Background: an optimization exercise with open tools, aiming at a short achievable clock period and few clock cycles. Do not read the settings as production practice.
At most, simulation tests tie the RTL to the original design; equivalence was not proved.
No activity file was given, so power comes from the tool's default toggle rates.

==> run Z: inputs <==
Design reflsamp, start of the top module:
module reflsamp (
    input  wire        clk,
    input  wire        rst,
    input  wire        cmd_valid,
    output wire        cmd_ready,
    input  wire [2:0]  cmd_op,
    input  wire [4:0]  cmd_size,
    input  wire [4:0]  cmd_ff,
    input  wire [3:0]  cmd_strength,
    input  wire [31:0] cmd_shiftx,
    input  wire [31:0] cmd_shifty,
    input  wire [31:0] cmd_nbase,
    input  wire [31:0] cmd_ebase,
    input  wire [31:0] cmd_dbase,
    output reg         done,
    output reg  [1:0]  fault,
    output wire        mem_req_valid,
    input  wire        mem_req_ready,
    output wire        mem_req_we,
    output wire [31:0] mem_req_addr,
    output wire [31:0] mem_req_wdata,
    output wire [3:0]  mem_req_wstrb,
    input  wire        mem_rsp_valid,
    input  wire [31:0] mem_rsp_rdata
);
clock: 15.0 ns
lec_check: 0
cap_margin: 20
core_margin: 2
core_utilization: 65
cts_cluster_diameter: 100
cts_cluster_size: 30
slew_margin: 20
standard.sh (not shown) runs the stock make flow with config.mk's settings and CLKGATE_MAP_FILE= SYNTH_SCRIPT=/design/flow/synth_recipe.tcl, a recipe that flattens the netlist after the stock synthesis.
==> flow/flow/run.sh <==
#!/bin/bash
# Own layout flow: the standard ORFS flow, with the resizer's timing repair
# asked to leave extra setup slack (the clock period and constraints are
# unchanged) and free to resize cells across footprints.
set -euo pipefail
bash standard.sh SETUP_SLACK_MARGIN=11 MATCH_CELL_FOOTPRINT=0 finish > standard_flow.log 2>&1
==> run P (differences from run Z) <==
--- a/flow/design.v
+++ b/flow/design.v
@@ -169,35 +169,35 @@
     wire can_n = run && nmore && (is_pack ? !wq_used[WQ_DEPTH-1] : !eq_used[EQ_DEPTH-1]);
     wire sel_n = can_n;
     wire sel_e = ~can_n & can_e;
     wire sel_w = ~can_n & ~can_e & can_w;
     wire pop_w = load & sel_w;
     wire pop_e = load & sel_e;
     wire iss_n = load & sel_n;
-    reg [31:0] oi_addr, oi_wdata;
-    reg [3:0]  oi_wstrb;
-    wire [31:0] nx_addr = sel_w ? {wq_haddr, 2'b00} : sel_e ? {eq_head[30:1], 2'b00} : naddr;
-    wire        nx_any  = sel_w | sel_e | sel_n;
     always @(posedge clk) begin
         if (rst) begin
+            or_valid <= 1'b0;
             or_idle  <= 1'b1;
         end else if (load) begin
-            or_idle  <= ~nx_any;
+            or_valid <= sel_w | sel_e | sel_n;
+            or_idle  <= ~(sel_w | sel_e | sel_n);
+            or_we    <= sel_w;
             or_rd    <= ~sel_w;
             or_tag_e <= sel_e;
             or_tag_h <= eq_head[0];
-            oi_addr  <= nx_addr;
-            oi_wdata <= wq_hdata;
-            oi_wstrb <= wq_hstrb;
+            if (sel_w) begin
+                or_addr  <= {wq_haddr, 2'b00};
+                or_wdata <= wq_hdata;
+                or_wstrb <= wq_hstrb;
+            end else if (sel_e) begin
+                or_addr  <= {eq_head[30:1], 2'b00};
+            end else begin
+                or_addr  <= naddr;
+            end
         end
-        or_valid <= rst ? 1'b0 : load ? nx_any : ~or_idle;
-        or_we    <= load ? sel_w : ~or_rd;
-        or_addr  <= load ? nx_addr : oi_addr;
-        or_wdata <= load ? wq_hdata : oi_wdata;
-        or_wstrb <= load ? wq_hstrb : oi_wstrb;
     end
     reg        acc_q, acc_e, acc_h;
     reg [1:0]  tag_mem [0:31];
     reg [4:0]  tag_wp, tag_rp;
     always @(posedge clk) begin
         acc_q <= ~or_idle & mem_req_ready & or_rd & ~rst;
         acc_e <= or_tag_e;
Settings changed: CORE_UTILIZATION 65 to 40, CTS_CLUSTER_DIAMETER 100 to default, CTS_CLUSTER_SIZE 30 to default.
==> run B (differences from run Z) <==
--- a/flow/design.v
+++ b/flow/design.v
@@ -169,35 +169,35 @@
     wire can_n = run && nmore && (is_pack ? !wq_used[WQ_DEPTH-1] : !eq_used[EQ_DEPTH-1]);
     wire sel_n = can_n;
     wire sel_e = ~can_n & can_e;
     wire sel_w = ~can_n & ~can_e & can_w;
     wire pop_w = load & sel_w;
     wire pop_e = load & sel_e;
     wire iss_n = load & sel_n;
-    reg [31:0] oi_addr, oi_wdata;
-    reg [3:0]  oi_wstrb;
-    wire [31:0] nx_addr = sel_w ? {wq_haddr, 2'b00} : sel_e ? {eq_head[30:1], 2'b00} : naddr;
-    wire        nx_any  = sel_w | sel_e | sel_n;
     always @(posedge clk) begin
         if (rst) begin
+            or_valid <= 1'b0;
             or_idle  <= 1'b1;
         end else if (load) begin
-            or_idle  <= ~nx_any;
+            or_valid <= sel_w | sel_e | sel_n;
+            or_idle  <= ~(sel_w | sel_e | sel_n);
+            or_we    <= sel_w;
             or_rd    <= ~sel_w;
             or_tag_e <= sel_e;
             or_tag_h <= eq_head[0];
-            oi_addr  <= nx_addr;
-            oi_wdata <= wq_hdata;
-            oi_wstrb <= wq_hstrb;
+            if (sel_w) begin
+                or_addr  <= {wq_haddr, 2'b00};
+                or_wdata <= wq_hdata;
+                or_wstrb <= wq_hstrb;
+            end else if (sel_e) begin
+                or_addr  <= {eq_head[30:1], 2'b00};
+            end else begin
+                or_addr  <= naddr;
+            end
         end
-        or_valid <= rst ? 1'b0 : load ? nx_any : ~or_idle;
-        or_we    <= load ? sel_w : ~or_rd;
-        or_addr  <= load ? nx_addr : oi_addr;
-        or_wdata <= load ? wq_hdata : oi_wdata;
-        or_wstrb <= load ? wq_hstrb : oi_wstrb;
     end
     reg        acc_q, acc_e, acc_h;
     reg [1:0]  tag_mem [0:31];
     reg [4:0]  tag_wp, tag_rp;
     always @(posedge clk) begin
         acc_q <= ~or_idle & mem_req_ready & or_rd & ~rst;
         acc_e <= or_tag_e;
==> flow/run.sh (new file) <==
#!/bin/bash
# synth_recipe.tcl (not shown) runs the flow's synth.tcl, then flattens the netlist and writes it again
# the make line also repeats each setting of config.mk as NAME=value (left out here)
make -C /OpenROAD-flow-scripts/flow DESIGN_CONFIG=/design/flow/config.mk WORK_HOME=/design/flow/orfs CLKGATE_MAP_FILE= SYNTH_SCRIPT=/design/flow/synth_recipe.tcl finish
Settings changed: CORE_UTILIZATION 65 to 40, CTS_CLUSTER_DIAMETER 100 to default, CTS_CLUSTER_SIZE 30 to default.
removed: flow/flow/run.sh
removed: flow/standard.sh
==> run R (differences from run Z) <==
--- a/flow/design.v
+++ b/flow/design.v
@@ -31,16 +31,16 @@
     localparam F_NONE    = 2'd0;
     localparam F_ILLEGAL = 2'd1;
     localparam F_PARAM   = 2'd2;
     localparam F_ALIGN   = 2'd3;
     localparam S_IDLE  = 3'd0;
     localparam S_CHK   = 3'd1;
     localparam S_RUN   = 3'd4;
-    localparam EQ_DEPTH = 16;
-    localparam WQ_DEPTH = 16;
+    localparam EQ_DEPTH = 12;
+    localparam WQ_DEPTH = 8;
     function [31:0] ksadd;
         input [31:0] a;
         input [31:0] b;
         input        cin;
         reg   [31:0] g, p, gg, pp;
         integer i, s;
         begin
@@ -131,28 +131,28 @@
     reg        nmore;         
     wire [31:0] naddr_inc = ksadd(naddr, 32'd4, 1'b0);
     wire [31:0] nrem_dec  = ksadd(nrem, 32'hFFFF_FFFF, 1'b0);
     wire        nrem_zero = (nrem == 32'd0);
     reg [EQ_DEPTH-1:0] eq_used;    
     reg [WQ_DEPTH-1:0] wq_used;    
     reg [30:0] eq_mem [0:EQ_DEPTH-1];    
-    reg [3:0]  eq_wp;
+    reg [EQ_DEPTH-1:0] eq_wp;      
     reg [EQ_DEPTH-1:0] eq_rp;      
     reg [EQ_DEPTH-1:0] eq_cnt;     
     reg [30:0] eq_head;
     integer qi;
     always @(*) begin
         eq_head = 31'd0;
         for (qi = 0; qi < EQ_DEPTH; qi = qi + 1)
             eq_head = eq_head | (eq_mem[qi] & {31{eq_rp[qi]}});
     end
     reg [29:0] wq_addr [0:WQ_DEPTH-1];
     reg [31:0] wq_data [0:WQ_DEPTH-1];
     reg [3:0]  wq_strb [0:WQ_DEPTH-1];
-    reg [3:0]  wq_wp;
+    reg [WQ_DEPTH-1:0] wq_wp;      
     reg [WQ_DEPTH-1:0] wq_rp;      
     reg [WQ_DEPTH-1:0] wq_cnt;     
     reg [29:0] wq_haddr;
     reg [31:0] wq_hdata;
     reg [3:0]  wq_hstrb;
     always @(*) begin
         wq_haddr = 30'd0;
@@ -310,20 +310,22 @@
                 w_push = 1'b1;
                 w_data = {ehalf, lo_pend ? lo_half : ehalf};
                 w_strb = lo_pend ? 4'b1111 : 4'b1100;
             end
         end
     end
     always @(posedge clk) begin
-        if (w_push) begin
-            wq_addr[wq_wp] <= w_addr;
-            wq_data[wq_wp] <= w_data;
-            wq_strb[wq_wp] <= w_strb;
-        end
-        if (p5_v) eq_mem[eq_wp] <= {p5_ea[31:2], p5_ea[1]};
+        for (qi = 0; qi < WQ_DEPTH; qi = qi + 1)
+            if (w_push && wq_wp[qi]) begin
+                wq_addr[qi] <= w_addr;
+                wq_data[qi] <= w_data;
+                wq_strb[qi] <= w_strb;
+            end
+        for (qi = 0; qi < EQ_DEPTH; qi = qi + 1)
+            if (p5_v && eq_wp[qi]) eq_mem[qi] <= {p5_ea[31:2], p5_ea[1]};
     end
     wire [EQ_DEPTH-1:0] eq_used_up = {eq_used[EQ_DEPTH-2:0], 1'b1};
     wire [EQ_DEPTH-1:0] eq_used_dn = {1'b0, eq_used[EQ_DEPTH-1:1]};
     wire [EQ_DEPTH-1:0] eq_used_nx = (iss_n & ~is_pack) ? eq_used_up : pop_e ? eq_used_dn : eq_used;
     wire [WQ_DEPTH-1:0] wq_used_b  = w_rel[1] ? {2'b00, wq_used[WQ_DEPTH-1:2]} :
                                      w_rel[0] ? {1'b0, wq_used[WQ_DEPTH-1:1]} : wq_used;
     wire [WQ_DEPTH-1:0] wq_used_up = {wq_used_b[WQ_DEPTH-2:0], 1'b1};
@@ -341,18 +343,18 @@
             busy_q  <= 1'b0;
             done    <= 1'b0;
             fault   <= F_NONE;
             run     <= 1'b0;
             nmore   <= 1'b0;
             eq_used <= {EQ_DEPTH{1'b0}};
             wq_used <= {WQ_DEPTH{1'b0}};
-            eq_wp   <= 4'd0;
+            eq_wp   <= {{(EQ_DEPTH-1){1'b0}}, 1'b1};
             eq_rp   <= {{(EQ_DEPTH-1){1'b0}}, 1'b1};
             eq_cnt  <= {EQ_DEPTH{1'b0}};
-            wq_wp   <= 4'd0;
+            wq_wp   <= {{(WQ_DEPTH-1){1'b0}}, 1'b1};
             wq_rp   <= {{(WQ_DEPTH-1){1'b0}}, 1'b1};
             wq_cnt  <= {WQ_DEPTH{1'b0}};
             tag_wp  <= 5'd0;
             tag_rp  <= 5'd0;
             gpend   <= 1'b0;
             lo_pend <= 1'b0;
         end else begin
@@ -360,18 +362,18 @@
             if (iss_n) begin
                 naddr <= naddr_inc;
                 nrem  <= nrem_dec;
                 nmore <= ~nrem_zero;
             end
             eq_used <= eq_used_nx;
             wq_used <= wq_used_nx;
-            if (p5_v) eq_wp <= eq_wp + 4'd1;
+            if (p5_v) eq_wp <= {eq_wp[EQ_DEPTH-2:0], eq_wp[EQ_DEPTH-1]};
             if (pop_e) eq_rp <= {eq_rp[EQ_DEPTH-2:0], eq_rp[EQ_DEPTH-1]};
             eq_cnt <= pop_e ? eq_cnt_dn : eq_cnt_b;
-            if (w_push) wq_wp <= wq_wp + 4'd1;
+            if (w_push) wq_wp <= {wq_wp[WQ_DEPTH-2:0], wq_wp[WQ_DEPTH-1]};
             if (pop_w) wq_rp <= {wq_rp[WQ_DEPTH-2:0], wq_rp[WQ_DEPTH-1]};
             wq_cnt <= pop_w ? wq_cnt_dn : wq_cnt_b;
             if (acc_q) tag_wp <= tag_wp + 5'd1;
             if (rv)    tag_rp <= tag_rp + 5'd1;
             if (rsp_n && !is_pack) begin
                 if (j_last) begin
                     j_r <= 16'd0;
==> summary.txt <==
Outcome
  • Outcome: timing/DRC/antenna clean

Pwr
  • VDD IR-drop max: around 0.12 mV
  • Clock Power Share: approximately two fifths

Route
  • Initial DRC Count: 7325

Finish
  • N_diodes: 5

Clock network
  • Clock slew at reported path FFs: approximately 0.060 ns
The numbers above come from run B.

==> summary.txt <==
Outcome
  • Outcome: timing/DRC/antenna clean

Pwr
  • VDD IR-drop max: approximately 0.13 mV
  • Clock Power Share: 41.3%

Finish
  • N_diodes: 3

Clock network
  • Clock slew at reported path FFs: 0.06 ns

Route
  • Initial DRC Count: ~7700
The numbers above come from run P.

==> summary.txt <==
Outcome
  • Outcome: timing/DRC/antenna clean

Route
  • Initial DRC Count: 8935

Finish
  • N_diodes: 1

Pwr
  • VDD IR-drop max: between 0.1 and 0.15 mV
  • Clock Power Share: a little over a quarter

Logic synthesis
  • Post-synthesis compound-gate area fraction: approximately 11%

Clock network
  • Clock slew at reported path FFs: around 0.12 ns
The numbers above come from run Z.

==> summary.txt <==
Outcome
  • Outcome: timing/DRC/antenna clean

Clock network
  • Clock slew at reported path FFs: approximately 0.11 ns

Pwr
  • VDD IR-drop max: 0.103 mV
  • Clock Power Share: 25.9%

Global route
  • Largest net degree at the start of global routing: 90

Route
  • Initial DRC Count: between 6000 and 7000

Finish
  • N_diodes: 1
The numbers above come from run R.

Testbench counts of run P, summed over its fixed seeds: cycles 98,792.
Testbench counts of run B, summed over its fixed seeds: cycles 98,792.
Testbench counts of run R, summed over its fixed seeds: cycles 98,852.
Function not checked in run Z: the RTL went through the layout flow alone.

[what the ideal ports hide]
The flow's constraints put no driver on any port. The routed layouts listed below were extracted and timed again, unchanged, in two steps.
Step 1, drivers: a clkbuf_16 drives clk and a buf_2 each remaining input, both assumed.
Step 2 adds t to the input delays and takes it off the output delays; t is the mean of the earliest and latest rising clock arrival at the registers after step 1. Input paths then give back, and output paths get back, about the clock's delay inside the block.
Three values: ideal ports, drivers, drivers and shift; two values: the first two.
run | t (ns) | slack for setup (ns) | hold slack, ns | slew at the worst register clock pin (ns)
run Z | 0.869 | 10.634 / 10.538 / 10.195 | 0.333 / 0.333 / 0.333 | 0.12 / 0.12
run P | 0.994 | 10.409 / 10.316 / 10.044 | 0.282 / 0.282 / 0.282 | 0.06 / 0.06
run B | 1.008 | 9.788 / 9.788 / 9.082 | 0.323 / 0.323 / 0.323 | 0.06 / 0.06
run R | 0.778 | 10.754 / 10.677 / 10.183 | 0.338 / 0.338 / 0.338 | 0.12 / 0.12
After both steps setup and hold are still met in every run listed. For run B, which loses most, drivers alone change the setup slack by 0.000 ns; drivers and shift together by -0.706 ns.
